Background: an optimization exercise with open tools, aiming at small area, a short achievable clock period and few clock cycles per item. Do not read the settings as production practice.
The RTL was checked by simulation tests, not by an equivalence proof against the original design.
Power is estimated from default activity; no workload was simulated.

==> inputs of amber <==
## m64p_unit
module m64p_unit (
    input  wire        clk,
    input  wire        rst,
    input  wire        in_valid,
    output wire        in_ready,
    input  wire [2:0]  in_kind,
    input  wire [3:0]  in_reg,
    input  wire [63:0] in_data,
    output wire        out_valid,
    output wire [63:0] out_data
);
    localparam [63:0] PRNG_RESET_S0 = 64'h9E3779B97F4A7C15;
    localparam [63:0] PRNG_RESET_S1 = 64'hBF58476D1CE4E5B9;
    localparam [2:0] K_WRITE_REG  = 3'd0;
    localparam [2:0] K_READ_REG   = 3'd1;
    localparam [2:0] K_COMMAND    = 3'd2;
    localparam [2:0] K_READ_STAT  = 3'd3;
    localparam [2:0] K_READ_FAULT = 3'd4;
    localparam [7:0] OP_ADD     = 8'h01;
    localparam [7:0] OP_XOR     = 8'h02;
    localparam [7:0] OP_SHIFT   = 8'h03;
    localparam [7:0] OP_SHIFTI  = 8'h04;
    localparam [7:0] OP_MUL32   = 8'h05;
    localparam [7:0] OP_IMUL32  = 8'h06;
    localparam [7:0] OP_MUL     = 8'h07;
    localparam [7:0] OP_IMUL    = 8'h08;
    localparam [7:0] OP_DIVMOD  = 8'h09;
    localparam [7:0] OP_LDSTATE = 8'h10;
  ...
==> flow/config.mk <==
export PLATFORM = sky130hd
export DESIGN_NAME = m64p_unit
export DESIGN_NICKNAME = m64p_unit
export VERILOG_FILES = /design/flow/design.v
export SDC_FILE = /design/flow/constraint.sdc
export NUM_CORES = 8
export LEC_CHECK = 0
export CAP_MARGIN = 30
export CORE_MARGIN = 2
export CORE_UTILIZATION = 30
export GPL_ROUTABILITY_DRIVEN = 1
export PLACE_DENSITY = 0.45
export SLEW_MARGIN = 70
==> flow/constraint.sdc <==
create_clock -name core_clock -period 18.0 [get_ports {clk}]
set_input_delay 3.6000 -clock core_clock [delete_from_list [all_inputs] [get_ports {clk}]]
set_output_delay 3.6000 -clock core_clock [all_outputs]
set_load 0.01 [all_outputs]
standard.sh (not shown) runs the stock make flow with config.mk's settings and CLKGATE_MAP_FILE= SYNTH_SCRIPT=/design/flow/synth_recipe.tcl, a recipe that flattens the netlist after the stock synthesis.
==> flow/flow/run.sh <==
#!/bin/bash
set -euo pipefail
cd "$(dirname "$0")/.."
# synthesis .. CTS: the CTS-stage repair aims at about 5.5 ns
bash standard.sh SETUP_SLACK_MARGIN=12.5 cts > flow_to_cts.log 2>&1
# global route .. finish: repair again after global routing
bash standard.sh SETUP_SLACK_MARGIN=12.5 TNS_END_PERCENT=30 finish > flow_to_finish.log 2>&1
==> onyx (differences from amber) <==
Settings changed: CORE_UTILIZATION 30 to 40, PLACE_DENSITY 0.45 to 0.55, SLEW_MARGIN 70 to 50.
==> zinc (differences from amber) <==
--- a/flow/design.v
+++ b/flow/design.v
@@ -248,31 +248,24 @@
     wire divzero = x_div  && (x_b[31:0] == 32'd0);
     wire empty   = x_pick && (x_a[31:0] == 32'd0);
     assign x_flt = x_v && xk_cmd && !faulted && (x_ill || divzero || empty);
     assign flt_cause = x_ill ? CAUSE_ILLEGAL : divzero ? CAUSE_DIVZERO : CAUSE_EMPTY;
     assign flt_word  = x_ill ? x_b[31:0] :
                        {x_div ? OP_DIVMOD : OP_PICK, x_d, x_ra,
                         x_div ? x_rb : 4'd0, 12'd0};
     wire x_exec  = x_v && x_cok && !divzero && !empty;      
-    function [63:0] rev64;
-        input [63:0] v;
-        integer k;
-        begin
-            for (k = 0; k < 64; k = k + 1)
-                rev64[k] = v[63 - k];
-        end
-    endfunction
-    wire [31:0] sh_n   = x_b[31:0];
-    wire        sh_rgt = (sh_n[31:6] == 26'd0);
-    wire        sh_lft = (sh_n[31:6] == 26'h3FFFFFF) && (sh_n[5:0] != 6'd0);
-    wire [5:0]  sh_amt = sh_lft ? (6'd0 - sh_n[5:0]) : sh_n[5:0];
-    wire [63:0] sh_in  = sh_lft ? rev64(x_a) : x_a;
-    wire [63:0] sh_r   = sh_in >> sh_amt;
-    wire [63:0] sh_out = sh_lft ? rev64(sh_r) : sh_rgt ? sh_r : 64'd0;
+    wire [31:0]  sh_n   = x_b[31:0];
+    wire         sh_rgt = (sh_n[31:6] == 26'd0);
+    wire         sh_lft = (sh_n[31:6] == 26'h3FFFFFF) && (sh_n[5:0] != 6'd0);
+    wire [5:0]   sh_k   = sh_n[5:0];
+    wire [127:0] sh_dbl = {x_a, x_a} >> sh_k;
+    wire [63:0]  sh_rot = sh_dbl[63:0];
+    wire [63:0]  sh_t   = {64{1'b1}} >> sh_k;
+    wire [63:0]  sh_out = sh_rot & (sh_rgt ? sh_t : sh_lft ? ~sh_t : 64'd0);
     function [63:0] mix;
         input [63:0] a, b;
         reg   [63:0] x;
         begin
             x   = a ^ (a >> 23);
             mix = x ^ b ^ (x << 17) ^ (b << 26);
         end
     endfunction
Settings changed: SLEW_MARGIN 70 to 50.
==> metrics.yaml <==
grt:
  met2_usage_pct: 49.0
setup_path:
  cp_max_fo: 45
cells_and_area:
  clockNetworkAreaShare_pct: 4.43
  multiInputGateArea_sq_um: 105000
cts:
  cts_inserted_buffers: 265
  postCtsSetupBuffers: 274
power:
  p_comb_share_pct: 26.4
status:
  status: "finished clean"
synth:
  yosysTopAreaCellShare_pct: 27.4
-- figures above: zinc

==> metrics.yaml <==
cells_and_area:
  seq_cells: 2015
  clockNetworkAreaShare_pct: 4.02
  fin_nets: 19400
  multiInputGateArea_sq_um: 110000
setup_path:
  cp_max_fo: 24
  cpMaxStageDelayCell: "dfxtp_1"
cts:
  postCtsSetupBuffers: 279
  cts_inserted_buffers: 243
synth:
  yosysTopAreaCellShare_pct: 27.0
status:
  status: "finished clean"
grt:
  met2_usage_pct: 52.8
-- figures above: amber

==> metrics.yaml <==
status:
  status: "finished clean"
route:
  topRoutingLayerUsed: "met5"
power:
  leakage_nw: 73.2
  p_comb_share_pct: 19.8
  irDropWorstVdd_v: 0.0000905
min_path:
  min_to: "s0[19]$_SDFFE_PP1P_"
setup_path:
  r2r_slack_ns: 12.00
  cp_max_fo: 34
cts:
  cts_inserted_buffers: 240
synth:
  yosysTopAreaCellShare_pct: 27.0
  syn_nets: 18700
cells_and_area:
  clockNetworkAreaShare_pct: 4.33
  multiInputGateArea_sq_um: 107000
grt:
  met2_usage_pct: 61.1
-- figures above: onyx

Testbench counts of amber, summed over its fixed seeds: cycles 20,648, txns 16,168.
Testbench counts of onyx, summed over its fixed seeds: cycles 20,648, txns 16,168.
Testbench counts of zinc, summed over its fixed seeds: cycles 20,648, txns 16,168.

[port drivers added, routing unchanged]
The results above use ideal ports. As a check the final layouts listed here were re-extracted and re-timed, cells and wires unchanged.
Step 1 assumes that a clkbuf_16 drives the clock port and a buf_2 every other input.
Step 2 moves the port delays by t, midway between the first and last clock arrival at a register: inputs arrive t later, outputs are due t later. That takes back most of the time a late clock gives input paths.
Three values: no drivers, after step 1, after step 2; two values: the first two.
run | t (ns) | setup slack, ns | latest minus earliest clock arrival (ns) | cell pins on the clock port's net
amber | 1.161 | 12.027 / 12.027 / 12.027 | 0.187 / 0.187 | 1
onyx | 1.118 | 12.001 / 12.001 / 12.001 | 0.082 / 0.082 | 1
zinc | 1.117 | 12.101 / 12.101 / 12.101 | 0.061 / 0.060 | 1
After both steps setup and hold are still met in every run listed.
